This is an optimization exercise on Yosys and OpenROAD, whose aim is small area and a short achievable clock period, not a production implementation. No activity file was given, so power comes from the tool's default toggle rates.

Setup of lane 1:
==> flow/design.v <==
module frame_detect (
    input  wire         clk,
    input  wire         rst,           
    input  wire         in_valid,
    input  wire [15:0]  in_mag,
    output reg          msg_valid,
    output reg          msg_long,
    output wire [111:0] msg_data
);
    reg         rst_q;           
    reg         ev;              
    reg         ev_w;            
    reg  [15:0] x;               
    always @(posedge clk) begin
        rst_q <= rst;
        ev    <= in_valid & ~rst;
        ev_w  <= in_valid;
        x     <= in_mag;
    end
    reg [15:0] w1, w2, w3, w4, w5, w6, w7, w8, w9, w10, w11;
    always @(posedge clk) begin
        if (ev_w) begin
            w1 <= x;  w2 <= w1; w3 <= w2; w4 <= w3; w5 <= w4;
            w6 <= w5; w7 <= w6; w8 <= w7; w9 <= w8; w10 <= w9;
            w11 <= w10;
        end
    end
    function gt;
        input [17:0] a, b;
        reg   [31:0] g, e;   
        integer i, st;
        begin
            g = 32'd0;
            e = 32'hffffffff;
            g[17:0] = a & ~b;
            e[17:0] = a | ~b;
            for (st = 1; st < 32; st = st * 2)
                for (i = 0; i < 32; i = i + 2 * st) begin
                    g[i] = g[i + st] | (e[i + st] & g[i]);
                    e[i] = e[i + st] & e[i];
                end
            gt = g[0];
        end
    endfunction
    wire g1 = gt({2'b00, w1}, {2'b00, x});   
    wire g2 = gt({2'b00, w2}, {2'b00, x});
    wire g3 = gt({2'b00, w3}, {2'b00, x});
    wire g4 = gt({2'b00, w4}, {2'b00, x});
    wire g5 = gt({2'b00, w5}, {2'b00, x});
    wire g6 = gt({2'b00, w6}, {2'b00, x});
    wire l1 = gt({2'b00, x}, {2'b00, w1});   
    reg q1, q2, q3, q4, q5;
    always @(posedge clk) begin
        if (ev) begin
            q1 <= g1;
            q2 <= q1 & g2;
            q3 <= q2 & g3;
            q4 <= q3 & g4;
            q5 <= q4 & g5;
        end
    end
    reg  [17:0] part_q;
    reg  [15:0] mean_q;
    reg  [17:0] mean3_q;
    reg         mean_nz;
    wire [17:0] peak_sum = part_q + x;
    always @(posedge clk)
        if (ev_w) begin
            part_q  <= w8 + w6 + w1;
            mean_q  <= peak_sum[17:2];
            mean3_q <= 3 * mean_q;
            mean_nz <= mean_q != 16'd0;
        end
    wire quiet = mean_nz &&
                 gt(mean3_q, {2'b00, w11}) && gt(mean3_q, {2'b00, w9}) &&
                 gt(mean3_q, {2'b00, w4})  && gt(mean3_q, {2'b00, w2});
    reg        seen;             
    reg [14:1] pv;
    wire       verdict = pv[14] & q5 & g6;      
    always @(posedge clk) begin
        if (rst_q) begin
            seen <= 1'b0;
            pv   <= 14'd0;
        end else if (ev) begin
            seen   <= 1'b1;
            pv[1]  <= seen & g1;                 
            pv[2]  <= pv[1] & l1;                
            pv[3]  <= pv[2];
            pv[4]  <= pv[3];
            pv[5]  <= pv[4];
            pv[6]  <= pv[5] & q3 & g4;           
            pv[7]  <= pv[6] & l1;                
            pv[8]  <= pv[7] & g1;                
            pv[9]  <= pv[8] & l1;                
            pv[10] <= pv[9];
            pv[11] <= pv[10] & quiet;            
            pv[12] <= pv[11];
            pv[13] <= pv[12];
            pv[14] <= pv[13];
        end
    end
    reg        act;              
    reg        cur_long;
    reg  [7:0] fc;
    reg        pend;
    reg  [6:0] pc;
    reg [55:0] p, q;
    reg        stg;              
    reg        e_skip_end;       
    reg        e_pres_long;      
    reg        e_pres_short;     
    reg        e_lo;             
    reg        e_hi;             
    reg        e_to_p;           
    reg        e_to_q;           
    reg        e_move;           
    wire       cont   = act & ~e_skip_end;
    wire       act_n  = cont | (~act & verdict);
    wire       long_n = (act & (fc == 8'd1)) ? g1 : cur_long;
    wire       pend_n = (pend & ~e_pres_short) | (e_skip_end & ~cur_long);
    wire       stg_n  = (stg & ~e_move) | (act & (fc == 8'd1) & pend);
    wire       lo_n   = cont & ~fc[0] & (fc <= 8'd110);
    wire       hi_n   = cont & ~fc[0] & (fc >= 8'd112) & (fc <= 8'd222) & long_n;
    always @(posedge clk) begin
        if (rst_q) begin
            act          <= 1'b0;
            pend         <= 1'b0;
            stg          <= 1'b0;
            e_skip_end   <= 1'b0;
            e_pres_long  <= 1'b0;
            e_pres_short <= 1'b0;
            e_lo         <= 1'b0;
            e_hi         <= 1'b0;
            e_to_p       <= 1'b0;
            e_to_q       <= 1'b0;
            e_move       <= 1'b0;
        end else if (ev) begin
            act      <= act_n;
            cur_long <= long_n;
            pend     <= pend_n;
            stg      <= stg_n;
            fc       <= act ? fc + 8'd1 : 8'd0;
            pc       <= pend ? pc + 7'd1 : 7'd0;
            e_skip_end   <= cont & (fc == (long_n ? 8'd237 : 8'd125));
            e_pres_long  <= cont & long_n & (fc == 8'd222);
            e_pres_short <= pend_n & pend & (pc == 7'd95);
            e_lo         <= lo_n;
            e_hi         <= hi_n;
            e_to_p       <= lo_n & ~(pend_n | stg_n);
            e_to_q       <= (lo_n & (pend_n | stg_n)) | hi_n;
            e_move       <= stg_n & ~pend_n & ~lo_n & ~hi_n;
        end
    end
    always @(posedge clk) begin
        if (ev) begin
            if (e_to_p)
                p <= {p[54:0], g1};
            else if (e_move)
                p <= q;
            if (e_to_q)
                q <= {q[54:0], g1};
        end
    end
    reg [3:0] lng;
    always @(posedge clk) begin
        msg_valid <= ev & ~rst & (e_pres_long | e_pres_short);
        if (ev & (e_pres_long | e_pres_short))
            msg_long <= e_pres_long;
        lng[0] <= e_pres_long;
        lng[1] <= e_pres_long & ev;
        lng[2] <= e_pres_long & ~e_pres_short;
        lng[3] <= e_pres_long & ~rst;
    end
    assign msg_data = {p, q & {{14{lng[3]}}, {14{lng[2]}}, {14{lng[1]}}, {14{lng[0]}}}};
endmodule
Settings: LEC_CHECK=0, ABC_AREA=1, CAP_MARGIN=20, CORE_MARGIN=2, CORE_UTILIZATION=40, CTS_BUF_LIST=sky130_fd_sc_hd__clkbuf_16, CTS_CLUSTER_DIAMETER=80, CTS_CLUSTER_SIZE=30, SLEW_MARGIN=20; clock period 10.0 ns.
standard.sh (not shown) runs the stock make flow with config.mk's settings and CLKGATE_MAP_FILE= SYNTH_SCRIPT=/design/flow/synth_recipe.tcl, a recipe that flattens the netlist after the stock synthesis.
==> flow/flow/run.sh <==
#!/bin/bash
set -euo pipefail
export BUFFER_PORTS_ARGS="-buffer_cell sky130_fd_sc_hd__buf_2"
export SETUP_SLACK_MARGIN=6.6
bash standard.sh > flow.log 2>&1
What lane 2 does differently from lane 1 at the input level:
==> flow/design.v <==
module frame_detect (
    input  wire         clk,
    input  wire         rst,           
    input  wire         in_valid,
    input  wire [15:0]  in_mag,
    output reg          msg_valid,
    output reg          msg_long,
    output wire [111:0] msg_data
);
    reg         rst_q;           
    reg         ev;              
    reg         ev_w;            
    reg  [15:0] x;               
    always @(posedge clk) begin
        rst_q <= rst;
        ev    <= in_valid & ~rst;
        ev_w  <= in_valid;
        x     <= in_mag;
    end
    reg [15:0] w1, w2, w3, w4, w5, w6, w7, w8, w9, w10;
    always @(posedge clk) begin
        if (ev_w) begin
            w1 <= x;  w2 <= w1; w3 <= w2; w4 <= w3; w5 <= w4;
            w6 <= w5; w7 <= w6; w8 <= w7; w9 <= w8; w10 <= w9;
        end
    end
    function gt;
        input [17:0] a, b;
        reg   [31:0] g, e;   
        integer i, st;
        begin
            g = 32'd0;
            e = 32'hffffffff;
            g[17:0] = a & ~b;
            e[17:0] = a | ~b;
            for (st = 1; st < 32; st = st * 2)
                for (i = 0; i < 32; i = i + 2 * st) begin
                    g[i] = g[i + st] | (e[i + st] & g[i]);
                    e[i] = e[i + st] & e[i];
                end
            gt = g[0];
        end
    endfunction
    wire g1 = gt({2'b00, w1}, {2'b00, x});   
    wire g2 = gt({2'b00, w2}, {2'b00, x});
    wire g3 = gt({2'b00, w3}, {2'b00, x});
    wire g4 = gt({2'b00, w4}, {2'b00, x});
    wire g5 = gt({2'b00, w5}, {2'b00, x});
    wire g6 = gt({2'b00, w6}, {2'b00, x});
    wire l1 = gt({2'b00, x}, {2'b00, w1});   
    reg q1, q2, q3, q4, q5;
    always @(posedge clk) begin
        if (ev) begin
            q1 <= g1;
            q2 <= q1 & g2;
            q3 <= q2 & g3;
            q4 <= q3 & g4;
            q5 <= q4 & g5;
        end
    end
    reg  [17:0] part_q;
    reg  [15:0] mean_q;
    wire [17:0] peak_sum = part_q + x;
    wire [17:0] mean3    = 3 * mean_q;
    always @(posedge clk)
        if (ev_w) begin
            part_q  <= w8 + w6 + w1;
            mean_q  <= peak_sum[17:2];
        end
    wire quiet = (mean_q != 16'd0) &&
                 gt(mean3, {2'b00, w10}) && gt(mean3, {2'b00, w8}) &&
                 gt(mean3, {2'b00, w3})  && gt(mean3, {2'b00, w1});
    reg        seen;             
    reg [14:1] pv;
    wire       verdict = pv[14] & q5 & g6;      
    always @(posedge clk) begin
        if (rst_q) begin
            seen <= 1'b0;
            pv   <= 14'd0;
        end else if (ev) begin
            seen   <= 1'b1;
            pv[1]  <= seen & g1;                 
            pv[2]  <= pv[1] & l1;                
            pv[3]  <= pv[2];
            pv[4]  <= pv[3];
            pv[5]  <= pv[4];
            pv[6]  <= pv[5] & q3 & g4;           
            pv[7]  <= pv[6] & l1;                
            pv[8]  <= pv[7] & g1;                
            pv[9]  <= pv[8] & l1;                
            pv[10] <= pv[9] & quiet;             
            pv[11] <= pv[10];
            pv[12] <= pv[11];
            pv[13] <= pv[12];
            pv[14] <= pv[13];
        end
    end
    reg        act;              
    reg        cur_long;
    reg  [7:0] fc;
    reg        pend;
    reg  [6:0] pc;
    reg [55:0] p, q;
    reg        stg;              
    reg        e_skip_end;       
    reg        e_pres_long;      
    reg        e_pres_short;     
    reg        e_lo;             
    reg        e_hi;             
    reg        e_to_p;           
    reg        e_to_q;           
    reg        e_move;           
    wire       cont   = act & ~e_skip_end;
    wire       act_n  = cont | (~act & verdict);
    wire       long_n = (act & (fc == 8'd1)) ? g1 : cur_long;
    wire       pend_n = (pend & ~e_pres_short) | (e_skip_end & ~cur_long);
    wire       stg_n  = (stg & ~e_move) | (act & (fc == 8'd1) & pend);
    wire       lo_n   = cont & ~fc[0] & (fc <= 8'd110);
    wire       hi_n   = cont & ~fc[0] & (fc >= 8'd112) & (fc <= 8'd222) & long_n;
    always @(posedge clk) begin
        if (rst_q) begin
            act          <= 1'b0;
            pend         <= 1'b0;
            stg          <= 1'b0;
            e_skip_end   <= 1'b0;
            e_pres_long  <= 1'b0;
            e_pres_short <= 1'b0;
            e_lo         <= 1'b0;
            e_hi         <= 1'b0;
            e_to_p       <= 1'b0;
            e_to_q       <= 1'b0;
            e_move       <= 1'b0;
        end else if (ev) begin
            act      <= act_n;
            cur_long <= long_n;
            pend     <= pend_n;
            stg      <= stg_n;
            fc       <= act ? fc + 8'd1 : 8'd0;
            pc       <= pend ? pc + 7'd1 : 7'd0;
            e_skip_end   <= cont & (fc == (long_n ? 8'd237 : 8'd125));
            e_pres_long  <= cont & long_n & (fc == 8'd222);
            e_pres_short <= pend_n & pend & (pc == 7'd95);
            e_lo         <= lo_n;
            e_hi         <= hi_n;
            e_to_p       <= lo_n & ~(pend_n | stg_n);
            e_to_q       <= (lo_n & (pend_n | stg_n)) | hi_n;
            e_move       <= stg_n & ~pend_n & ~lo_n & ~hi_n;
        end
    end
    always @(posedge clk) begin
        if (ev) begin
            if (e_to_p)
                p <= {p[54:0], g1};
            else if (e_move)
                p <= q;
            if (e_to_q)
                q <= {q[54:0], g1};
        end
    end
    reg [7:0] lng;
    always @(posedge clk) begin
        msg_valid <= ev & ~rst & (e_pres_long | e_pres_short);
        if (ev & (e_pres_long | e_pres_short))
            msg_long <= e_pres_long;
        lng[0] <= e_pres_long;
        lng[1] <= e_pres_long & ev;
        lng[2] <= e_pres_long & ~rst;
        lng[3] <= e_pres_long & ev & ~rst;
        if (ev)
            lng[4] <= e_pres_long;
        if (ev | rst)
            lng[5] <= e_pres_long;
        if (~rst)
            lng[6] <= e_pres_long;
        if (ev & ~rst)
            lng[7] <= e_pres_long;
    end
    assign msg_data = {p, q & {{7{lng[7]}}, {7{lng[6]}}, {7{lng[5]}}, {7{lng[4]}},
                               {7{lng[3]}}, {7{lng[2]}}, {7{lng[1]}}, {7{lng[0]}}}};
endmodule
Results
- [compare] base=lane 1 new=lane 2: number of DRC markers in iteration 0 rose 310, non-clock buffer count saw an increase, final cell count stayed essentially flat.
- On total nets after synthesis, lane 1 and lane 2 are neck and neck.
- On switching component of the power, lane 2 does worse than lane 1.
No run of this note included a check of the RTL's function; only the layout flow was run.

==> what the ideal ports hide <==
The results above use ideal ports. As a check the final layouts listed here were re-extracted and re-timed, cells and wires unchanged.
Step 1: set_driving_cell puts a clkbuf_16 on clk and a buf_2 on each other input, an assumption about the parent block.
Step 2, shift: input delay + t, output delay - t, t = (earliest + latest rising clock arrival at the registers) / 2. This alone moves slack from input paths to output paths.
Three values: ideal ports, drivers, drivers and shift; two values: the first two.
| run | shift t [ns] | slack for setup (ns) | hold slack, ns | latest minus earliest clock arrival (ns) | worst register clock-pin slew, ns |
|---|---|---|---|---|---|
| lane 1 | 0.617 | 6.684 / 6.633 / 7.017 | 0.412 / 0.412 / 0.412 | 0.024 / 0.025 | 0.11 / 0.11 |
| lane 2 | 0.593 | 6.612 / 6.562 / 6.727 | 0.414 / 0.414 / 0.414 | 0.041 / 0.042 | 0.11 / 0.11 |
After both steps every run listed still meets setup and hold.
